This design comes from an exercise in tuning for small area on the open sky130 flow, not from production work. Function was checked by simulation only, so behaviour that the tests miss may differ from the original. The flow treats the clock pin as an ideal source, which a real chip does not have. Power and IR drop assume default switching activity.

==> flow/design.v (excerpt) <==
module lcdnut_core (
    input  wire        clk,
    input  wire        rst,
    input  wire        tick,
    input  wire [8:0]  cfg_prog_len,
    input  wire [15:0] cfg_t_half,
    input  wire [15:0] cfg_t_bit,
    input  wire [15:0] cfg_t_poll,
    input  wire [15:0] cfg_t_setup,
    input  wire [15:0] cfg_t_strobe,
    input  wire [15:0] cfg_t_proc,
    input  wire [15:0] cfg_t_pause,
    input  wire [15:0] cfg_t_pwrup,
    input  wire [2:0]  cfg_pin_rs,
    input  wire [2:0]  cfg_pin_e,
    input  wire [2:0]  cfg_pin_rx,
    input  wire [2:0]  cfg_pin_d0,
    input  wire [2:0]  cfg_pin_d1,
    input  wire [2:0]  cfg_pin_d2,
    input  wire [2:0]  cfg_pin_d3,
    input  wire [7:0]  cfg_cmd_8bit,
    input  wire [7:0]  cfg_cmd_4bit,
    input  wire [7:0]  cfg_cmd_func,
    input  wire [7:0]  cfg_cmd_dispon,
    input  wire [7:0]  cfg_cmd_entry,
    input  wire        cfg_oneshot_high,
    output wire [7:0]  prog_addr,
    input  wire [15:0] prog_data,
    output wire [7:0]  rom_addr,
    input  wire [7:0]  rom_data,
    input  wire [7:0]  pin_i,
    output wire [7:0]  pin_o,
    output wire [7:0]  pin_oe,
    output wire        halted,
    output wire        fault,
    output wire [2:0]  fault_code,
    output wire [8:0]  fault_pc,
    output wire [15:0] fault_word
);
    localparam [2:0] S_FETCH = 3'd0;
    localparam [2:0] S_CHK   = 3'd1;    
    localparam [2:0] S_XN    = 3'd2;    
    localparam [2:0] S_EHI   = 3'd3;    
    localparam [2:0] S_ELO   = 3'd4;    
    localparam [2:0] S_HUNT  = 3'd5;    
    localparam [2:0] S_RX    = 3'd6;    
    localparam [2:0] S_FAULT = 3'd7;
    reg [2:0]  state;
    reg [15:0] cnt;
    reg [8:0]  pc;
    reg [7:0]  dir;
    reg [7:0]  out;
    reg [7:0]  rxd;
    reg        rxv;
    reg [8:0]  ra;        
    reg [2:0]  sel;       
    reg        lo;        
  ...
Size: about 650 cells after synthesis, roughly 66 flip-flops, ~300 I/O pins.
Settings: LEC_CHECK=0, CAP_MARGIN=10, CORE_MARGIN=2, CORE_UTILIZATION=50, SLEW_MARGIN=10, BUFFER_PORTS_ARGS=-buffer_cell sky130_fd_sc_hd__buf_1, CTS_ARGS=-sink_clustering_enable -repair_clock_nets -buf_list sky130_fd_sc_hd__clkbuf_4 -dont_use_dummy_load, POST_CTS_TCL=/design/flow/flow/post_cts.tcl; clock period 10.0 ns.
standard.sh (not shown) runs the stock make flow with config.mk's settings and CLKGATE_MAP_FILE= SYNTH_SCRIPT=/design/flow/synth_recipe.tcl, a recipe that flattens the netlist after the stock synthesis.
==> flow/flow/run.sh <==
#!/bin/bash
# Layout flow: the standard flow (standard.sh) with these changes, none of
# which touches the design's constraints (clock, I/O delays, loads):
#  - synthesis is the standard flow's own script (synth_recipe.tcl: ORFS synth.tcl with
#    -nofsm -noshare, then flatten and renaming), except that the final ABC
#    technology mapping uses the area-oriented script flow/area.abc; the
#    register mapping (dfflibmap) happens before ABC and is unchanged;
#    and yosys's half/full adder extraction is skipped, so that ABC maps
#    the (ripple) arithmetic with the rest of the logic;
#  - flow/extra.mk is appended to config.mk: the port buffers that ORFS puts
#    on every input and output use the smallest buffer cell (buf_1), and
#    the clock tree options;
#  - flow/post_cts.tcl runs at the end of clock tree synthesis (ORFS's
#    POST_CTS_TCL hook): it upsizes leaf clock buffers that drive many
#    flip-flops, to keep the clock-pin slew low.
# Each tool's output goes to the ORFS logs under orfs/logs; the make output
# goes to standard.log in this folder.
set -euo pipefail
W=$(pwd)
cat flow/extra.mk >> config.mk
# after clock tree synthesis: upsize overloaded leaf clock buffers
if [[ -f flow/post_cts.tcl ]]; then
    echo "export POST_CTS_TCL = $W/flow/post_cts.tcl" >> config.mk
fi
sed "s#log_cmd abc {\*}\$abc_args#set abc_args [lreplace \$abc_args 1 1 $W/flow/area.abc]\n  log_cmd abc {*}\$abc_args#" \
    "$FLOW_HOME/scripts/synth.tcl" > "$W/synth_area.tcl"
grep -q "flow/area.abc" "$W/synth_area.tcl"
# no extraction of half/full adders: ABC maps the ripple logic itself
sed -i 's#\[dont_use_adder_kinds\] ne "none"#[dont_use_adder_kinds] ne "none" \&\& 0#' "$W/synth_area.tcl"
grep -q 'ne "none" && 0' "$W/synth_area.tcl"
sed "s#source \$::env(SCRIPTS_DIR)/synth.tcl#source $W/synth_area.tcl#" synth_recipe.tcl > "$W/area_synth.tcl"
grep -q "synth_area.tcl" "$W/area_synth.tcl"
sed "s#SYNTH_SCRIPT=[^ ]*#SYNTH_SCRIPT=$W/area_synth.tcl#" standard.sh > "$W/area_standard.sh"
grep -q "SYNTH_SCRIPT=$W/area_synth.tcl" "$W/area_standard.sh"
bash "$W/area_standard.sh" > standard.log 2>&1
==> flow/flow/area.abc <==
&get -n
&st
&deepsyn -T 30
&dch
&nf -R 1000 -p -C 32 -F 8
&put
topo
dnsize -c
Other scripts of this flow, unchanged in this note and not shown: flow/flow/extra.mk, flow/flow/post_cts.tcl
The starting point finished clean.
Change:
--- a/flow/flow/area.abc
+++ b/flow/flow/area.abc
@@ -7,0 +8 @@
+buffer -c
CAP_MARGIN = 20   (was 10)
CORE_UTILIZATION = 40   (was 50)
SLEW_MARGIN = 20   (was 10)
Count of clock-buffer cells in the layout is unchanged.
Sequential share of layout area goes down by 0.26 points.
Final area goes up by 1.0%.
Change:
--- a/flow/flow/area.abc
+++ b/flow/flow/area.abc
@@ -8 +7,0 @@
-buffer -c
CAP_MARGIN = 0   (was 20)
SLEW_MARGIN = 0   (was 20)
What happened: Utilization is higher by 1.7 points; setup slack got worse by 0.22 ns; flip-flop and latch count does not change; worst hold slack degrades by 0.012 ns; combinational power rises by about 1%.
Change:
CAP_MARGIN = 20   (was 0)
SLEW_MARGIN = 20   (was 0)
Effect: The changed run completed without violations. Final area stays the same. Cell count stays the same. Critical path depth stays the same. First-iteration DRC count does not change. Worst setup slack does not change.

static timing again, ports no longer ideal:
No port has a modelled driver above. Below, the same layouts with a new extraction and two added sets of constraints.
Step 1 sets driving cells, clkbuf_16 on the clock port and buf_2 on the other inputs (assumed; they add their load-dependent delay and slew).
Step 2 adds t to the input delays and takes it off the output delays; t is the mean of the earliest and latest rising clock arrival at the registers after step 1. Input paths then give back, and output paths get back, about the clock's delay inside the block.
Slacks: ideal / step 1 / step 2; pairs: ideal / step 1.
run	t, ns	setup slack, ns	slew at the worst register clock pin (ns)	cell pins on the clock port's net
the first run	0.443	3.880 / 3.852 / 3.852	0.10 / 0.10	1
the second run	0.469	3.912 / 3.889 / 3.889	0.11 / 0.11	1
the third run	0.473	3.690 / 3.666 / 3.666	0.11 / 0.11	1
the fourth run	0.473	3.690 / 3.666 / 3.666	0.11 / 0.11	1
After both steps every run listed still meets setup and hold. For the first run, which loses most, drivers alone change the setup slack by -0.028 ns; drivers and shift together by -0.028 ns.
